This is an optimization exercise on Yosys and OpenROAD, whose aim is small area, a short achievable clock period and few clock cycles per item, not a production implementation. Where RTL was checked, it was by simulation tests only, not by an equivalence proof against the original. Power figures rest on the tool's default switching activity, not on a simulated workload.

==> module ptc_builder, before the edit <==
module ptc_builder (
    input  wire        clk,
    input  wire        rst,
    input  wire        start,
    output wire        start_ready,
    input  wire [7:0]  cfg_dtype,
    input  wire [31:0] cfg_total,
    input  wire [15:0] cfg_cyl,
    input  wire [7:0]  cfg_heads,
    input  wire [7:0]  cfg_sect,
    input  wire [7:0]  cfg_ilv,
    input  wire [31:0] cfg_nfull,
    output wire [7:0]  rsvd_addr,
    input  wire [7:0]  rsvd_data,
    output wire        out_valid,
    input  wire        out_ready,
    output wire [7:0]  out_data,
    output wire        res_valid,
    output wire        res_refused,
    output wire        res_warn
);
    reg        scan;         
    reg        srdy;         
    reg        pend;         
    reg        act;          
    reg        ov;           
    reg        lastb;        
    reg        rv;           
    reg        rref;         
    reg        rwarn;        
    reg  [7:0] od;           
    reg  [8:0] p;            
    reg [15:0] romx;         
    reg  [7:0] dtype;
    reg [23:0] total;
    reg [15:0] cyl;
    reg  [7:0] heads;
    reg  [7:0] sect;
    reg  [7:0] ilv;
    reg  [3:0] n4;           
    reg        nhi;          
    reg        nmid;         
    reg        wtop;         
    assign start_ready = srdy;
    assign out_valid   = ov;
    assign out_data    = od;
    assign res_valid   = rv;
    assign res_refused = rref;
    assign res_warn    = rwarn;
    wire [8:0] laddr = {p[1], p[8:2], p[0]};
    wire [7:0] off   = laddr[7:0];
    assign rsvd_addr = off;
    wire big  = nhi | nmid;                  
    wire nz   = big | (n4 != 4'd0);          
    wire warn = wtop | nhi | (total[15:0] != 16'd0) | (total[19:16] != n4);
    wire rsvd_off = (off == 8'h08) | (off == 8'h0F) | (off == 8'h10) | (off >= 8'h15);
    reg [15:0] kx;
    always @(*) begin
        if (big) kx = 16'hB9A0;
        else case (n4)
            4'd1:  kx = 16'h0651;
            4'd2:  kx = 16'h4752;
            4'd3:  kx = 16'h0453;
            4'd4:  kx = 16'h4556;
            4'd5:  kx = 16'h4255;
            4'd6:  kx = 16'h4352;
            4'd7:  kx = 16'h4057;
            4'd8:  kx = 16'h415E;
            4'd9:  kx = 16'h4E59;
            4'd10: kx = 16'h4F52;
            4'd11: kx = 16'h4C5B;
            4'd12: kx = 16'h4D56;
            4'd13: kx = 16'h4A5D;
            4'd14: kx = 16'h4B52;
            4'd15: kx = 16'h485F;
            default: kx = 16'h0651;
        endcase
    end
    wire [7:0] cks0 = romx[7:0]  ^ kx[7:0]  ^ dtype ^ total[15:8] ^ cyl[15:8] ^ sect;
    wire [7:0] cks1 = romx[15:8] ^ kx[15:8] ^ total[7:0] ^ total[23:16] ^ cyl[7:0]
                    ^ heads ^ ilv;
    wire [3:0] ei = laddr[7:4];              
    wire [3:0] eb = laddr[3:0];              
    wire i_lt = big | (ei < n4);             
    wire i_eq = ~big & (ei == n4);           
    wire i_le = i_lt | i_eq;
    wire [3:0] eim1 = ei - 4'd1;
    wire [3:0] eip1 = ei + 4'd1;
    reg [7:0] hbyte, ebyte;
    always @(*) begin
        case (off)
            8'h00, 8'h01: hbyte = 8'hAE;
            8'h02:        hbyte = cks0;
            8'h03:        hbyte = cks1;
            8'h04:        hbyte = dtype;
            8'h05:        hbyte = total[7:0];
            8'h06:        hbyte = total[15:8];
            8'h07:        hbyte = total[23:16];
            8'h09:        hbyte = cyl[7:0];
            8'h0A:        hbyte = cyl[15:8];
            8'h0B:        hbyte = heads;
            8'h0C:        hbyte = sect;
            8'h0D:        hbyte = ilv;
            8'h11, 8'h12, 8'h13, 8'h14: hbyte = 8'hFF;
            default:      hbyte = 8'h00;
        endcase
        case (eb)
            4'd0: ebyte = !i_le ? 8'h00 : (ei == 4'd0) ? 8'h01 : (ei == 4'd1) ? 8'h00
                        : {4'hF, 4'd1 - ei};                
            4'd1: ebyte = (i_le && ei >= 4'd2) ? 8'hFF : 8'h00;
            4'd2: ebyte = !i_le ? {4'd0, n4} : (ei == 4'd0) ? 8'h00 : (ei == 4'd1) ? 8'h01
                        : {4'd0, eim1};
            4'd3: ebyte = i_lt ? 8'hFF : i_eq ? {4'd0, n4 - 4'd1} : 8'h00;
            4'd4: ebyte = i_lt ? 8'hFF : 8'h00;
            4'd5: ebyte = (ei < 4'd4 && (ei == 4'd0 || i_lt)) ? 8'h40 : 8'h00;
            4'd6: ebyte = 8'hC1;
            4'd7: ebyte = 8'hC5;
            4'd8: ebyte = (ei < 4'd9) ? {4'hB, eip1} : 8'hB1;
            4'd9: ebyte = (ei < 4'd9) ? 8'hA0 : {4'hB, ei - 4'd9};
            default: ebyte = 8'hA0;
        endcase
    end
    wire       use_rom = ~laddr[8] & rsvd_off;
    wire [7:0] lbyte   = laddr[8] ? ebyte : hbyte;
    wire [7:0] nbyte   = use_rom ? rsvd_data : lbyte;
    wire idle_out = ~act & ~ov;
    wire begin_b  = pend & nz & idle_out;    
    wire refuse   = pend & ~nz & idle_out;   
    wire load     = (act & (~ov | out_ready)) | begin_b;
    wire plast    = (p == 9'd511);
    wire take     = start & srdy;
    wire pend_n = take | (pend & ~begin_b & ~refuse);
    wire act_n  = load ? ~plast : act;
    always @(posedge clk) begin
        if (rst) begin
            scan  <= 1'b1;
            srdy  <= 1'b0;
            pend  <= 1'b0;
            act   <= 1'b0;
            ov    <= 1'b0;
            rv    <= 1'b0;
            p     <= 9'd0;
            romx  <= 16'd0;
        end else begin
            rv   <= (ov & out_ready & lastb) | refuse;
            pend <= pend_n;
            act  <= act_n;
            srdy <= ~scan & ~pend_n & ~act_n;
            if (scan) begin
                if (rsvd_off) begin
                    if (p[0]) romx[15:8] <= romx[15:8] ^ rsvd_data;
                    else      romx[7:0]  <= romx[7:0]  ^ rsvd_data;
                end
                p <= p + {7'd0, p[0], 1'b1};
                if (off == 8'hFF) scan <= 1'b0;
            end else if (load) begin
                p <= p + 9'd1;
            end
            if (load)
                ov <= 1'b1;
            else if (out_ready)
                ov <= 1'b0;
        end
    end
    always @(posedge clk) begin
        if (load) begin
            od    <= nbyte;
            lastb <= plast;
        end
        if (srdy) begin
            dtype <= cfg_dtype;
            total <= cfg_total[23:0];
            cyl   <= cfg_cyl;
            heads <= cfg_heads;
            sect  <= cfg_sect;
            ilv   <= cfg_ilv;
            n4    <= cfg_nfull[3:0];
            nhi   <= (cfg_nfull[31:16] != 16'd0);
            nmid  <= (cfg_nfull[15:4] != 12'd0);
            wtop  <= (cfg_total[31:20] != cfg_nfull[15:4]);
        end else if (!(pend && ov)) begin
            rref  <= ~nz;
            rwarn <= warn;
        end
    end
endmodule
Settings: LEC_CHECK=0, CAP_MARGIN=20, CORE_MARGIN=2, CORE_UTILIZATION=40, PLACE_DENSITY=0.6, SLEW_MARGIN=20; clock period 10.0 ns.
standard.sh (not shown) runs the stock make flow with config.mk's settings and CLKGATE_MAP_FILE= SYNTH_SCRIPT=/design/flow/synth_recipe.tcl, a recipe that flattens the netlist after the stock synthesis.
==> flow/flow/run.sh <==
#!/bin/bash
# The standard layout (the standard.sh, unchanged synthesis and steps),
# with one change: the port buffers that global placement inserts on every
# input and output are sky130_fd_sc_hd__buf_1 cells instead of the cell
# buffer_ports picks by itself (clkdlybuf4s50_1, a slow delay buffer).
set -euo pipefail
bash standard.sh "BUFFER_PORTS_ARGS=-buffer_cell sky130_fd_sc_hd__buf_1" finish > make_finish.log 2>&1
Testbench counts at the start, summed over its fixed seeds: cycles 100,560, builds 192.
Then changed:
--- a/flow/design.v
+++ b/flow/design.v
@@ -18,12 +18,15 @@
     output wire        res_valid,
     output wire        res_refused,
     output wire        res_warn
 );
     reg        scan;         
     reg        srdy;         
+    reg        srdy_o;       
+    reg        ov_o;         
+    reg  [7:0] ra;           
     reg        pend;         
     reg        act;          
     reg        ov;           
     reg        lastb;        
     reg        rv;           
     reg        rref;         
@@ -38,21 +41,21 @@
     reg  [7:0] sect;
     reg  [7:0] ilv;
     reg  [3:0] n4;           
     reg        nhi;          
     reg        nmid;         
     reg        wtop;         
-    assign start_ready = srdy;
-    assign out_valid   = ov;
+    assign start_ready = srdy_o;
+    assign out_valid   = ov_o;
     assign out_data    = od;
     assign res_valid   = rv;
     assign res_refused = rref;
     assign res_warn    = rwarn;
     wire [8:0] laddr = {p[1], p[8:2], p[0]};
     wire [7:0] off   = laddr[7:0];
-    assign rsvd_addr = off;
+    assign rsvd_addr = ra;
     wire big  = nhi | nmid;                  
     wire nz   = big | (n4 != 4'd0);          
     wire warn = wtop | nhi | (total[15:0] != 16'd0) | (total[19:16] != n4);
     wire rsvd_off = (off == 8'h08) | (off == 8'h0F) | (off == 8'h10) | (off >= 8'h15);
     reg [15:0] kx;
     always @(*) begin
@@ -78,17 +81,24 @@
     end
     wire [7:0] cks0 = romx[7:0]  ^ kx[7:0]  ^ dtype ^ total[15:8] ^ cyl[15:8] ^ sect;
     wire [7:0] cks1 = romx[15:8] ^ kx[15:8] ^ total[7:0] ^ total[23:16] ^ cyl[7:0]
                     ^ heads ^ ilv;
     wire [3:0] ei = laddr[7:4];              
     wire [3:0] eb = laddr[3:0];              
-    wire i_lt = big | (ei < n4);             
-    wire i_eq = ~big & (ei == n4);           
-    wire i_le = i_lt | i_eq;
     wire [3:0] eim1 = ei - 4'd1;
     wire [3:0] eip1 = ei + 4'd1;
+    reg i_lt, i_eq, i_le, i_0, i_1, i_f40, i_lt9;
+    always @(posedge clk) begin
+        i_lt  <= big | (ei < n4);            
+        i_eq  <= ~big & (ei == n4);          
+        i_le  <= big | (ei <= n4);
+        i_0   <= (ei == 4'd0);
+        i_1   <= (ei == 4'd1);
+        i_f40 <= (ei < 4'd4) && (ei == 4'd0 || big || ei < n4);
+        i_lt9 <= (ei < 4'd9);
+    end
     reg [7:0] hbyte, ebyte;
     always @(*) begin
         case (off)
             8'h00, 8'h01: hbyte = 8'hAE;
             8'h02:        hbyte = cks0;
             8'h03:        hbyte = cks1;
@@ -102,24 +112,24 @@
             8'h0C:        hbyte = sect;
             8'h0D:        hbyte = ilv;
             8'h11, 8'h12, 8'h13, 8'h14: hbyte = 8'hFF;
             default:      hbyte = 8'h00;
         endcase
         case (eb)
-            4'd0: ebyte = !i_le ? 8'h00 : (ei == 4'd0) ? 8'h01 : (ei == 4'd1) ? 8'h00
+            4'd0: ebyte = !i_le ? 8'h00 : i_0 ? 8'h01 : i_1 ? 8'h00
                         : {4'hF, 4'd1 - ei};                
-            4'd1: ebyte = (i_le && ei >= 4'd2) ? 8'hFF : 8'h00;
-            4'd2: ebyte = !i_le ? {4'd0, n4} : (ei == 4'd0) ? 8'h00 : (ei == 4'd1) ? 8'h01
+            4'd1: ebyte = (i_le && !i_0 && !i_1) ? 8'hFF : 8'h00;
+            4'd2: ebyte = !i_le ? {4'd0, n4} : i_0 ? 8'h00 : i_1 ? 8'h01
                         : {4'd0, eim1};
             4'd3: ebyte = i_lt ? 8'hFF : i_eq ? {4'd0, n4 - 4'd1} : 8'h00;
             4'd4: ebyte = i_lt ? 8'hFF : 8'h00;
-            4'd5: ebyte = (ei < 4'd4 && (ei == 4'd0 || i_lt)) ? 8'h40 : 8'h00;
+            4'd5: ebyte = i_f40 ? 8'h40 : 8'h00;
             4'd6: ebyte = 8'hC1;
             4'd7: ebyte = 8'hC5;
-            4'd8: ebyte = (ei < 4'd9) ? {4'hB, eip1} : 8'hB1;
-            4'd9: ebyte = (ei < 4'd9) ? 8'hA0 : {4'hB, ei - 4'd9};
+            4'd8: ebyte = i_lt9 ? {4'hB, eip1} : 8'hB1;
+            4'd9: ebyte = i_lt9 ? 8'hA0 : {4'hB, ei - 4'd9};
             default: ebyte = 8'hA0;
         endcase
     end
     wire       use_rom = ~laddr[8] & rsvd_off;
     wire [7:0] lbyte   = laddr[8] ? ebyte : hbyte;
     wire [7:0] nbyte   = use_rom ? rsvd_data : lbyte;
@@ -132,37 +142,41 @@
     wire pend_n = take | (pend & ~begin_b & ~refuse);
     wire act_n  = load ? ~plast : act;
     always @(posedge clk) begin
         if (rst) begin
             scan  <= 1'b1;
             srdy  <= 1'b0;
+            srdy_o <= 1'b0;
+            ov_o  <= 1'b0;
+            ra    <= 8'd0;
             pend  <= 1'b0;
             act   <= 1'b0;
             ov    <= 1'b0;
             rv    <= 1'b0;
             p     <= 9'd0;
             romx  <= 16'd0;
         end else begin
             rv   <= (ov & out_ready & lastb) | refuse;
             pend <= pend_n;
             act  <= act_n;
             srdy <= ~scan & ~pend_n & ~act_n;
+            srdy_o <= ~scan & ~act_n & ~(start & srdy_o | (pend & ~begin_b & ~refuse));
             if (scan) begin
                 if (rsvd_off) begin
                     if (p[0]) romx[15:8] <= romx[15:8] ^ rsvd_data;
                     else      romx[7:0]  <= romx[7:0]  ^ rsvd_data;
                 end
                 p <= p + {7'd0, p[0], 1'b1};
+                ra <= ra + 8'd1;
                 if (off == 8'hFF) scan <= 1'b0;
             end else if (load) begin
                 p <= p + 9'd1;
+                ra <= {ra[7:1] + {6'd0, ra[0] & p[1]}, ~ra[0]};
             end
-            if (load)
-                ov <= 1'b1;
-            else if (out_ready)
-                ov <= 1'b0;
+            ov   <= load | (ov & ~out_ready);
+            ov_o <= load | (ov_o & ~out_ready);
         end
     end
     always @(posedge clk) begin
         if (load) begin
             od    <= nbyte;
             lastb <= plast;
- power increases by about 9%
- clock skew is about the same
- area after synthesis increases by about 5.5%
- clock-buffer cell count decreases by 1
- non-clock buffer count decreases by 1
- final cell count increases by 5.5%
- wire length decreases by about 2%
- core utilization increases by 0.50 points
- worst setup slack is worse by 0.18 ns
- final area increases by 5.8%
- sequential cell count increases by 17
- worst hold slack is worse by 0.069 ns
Only the layout flow was run in the second run of this note; the RTL was not checked for function there.

==> separate check: timing with driven ports <==
No port has a modelled driver above. Below, the same layouts with a new extraction and two added sets of constraints.
Step 1 sets driving cells, clkbuf_16 on the clock port and buf_2 on the other inputs (assumed; they add their load-dependent delay and slew).
Step 2 also shifts input and output timing later by t, the mid clock arrival at the registers, as if the neighbouring blocks saw the same clock.
Three values: ideal, step 1, step 2; two values: the first two.
run	t, ns	setup slack, ns	slew at the worst register clock pin (ns)	worst slew at a driven data input, ns
the first run	0.463	6.571 / 6.527 / 6.226	0.06 / 0.06	0.04
the second run	0.468	6.391 / 6.404 / 5.937	0.06 / 0.06	0.07
After both steps every run listed still meets setup and hold. For the second run, which loses most, drivers alone change the setup slack by +0.013 ns; drivers and shift together by -0.454 ns.
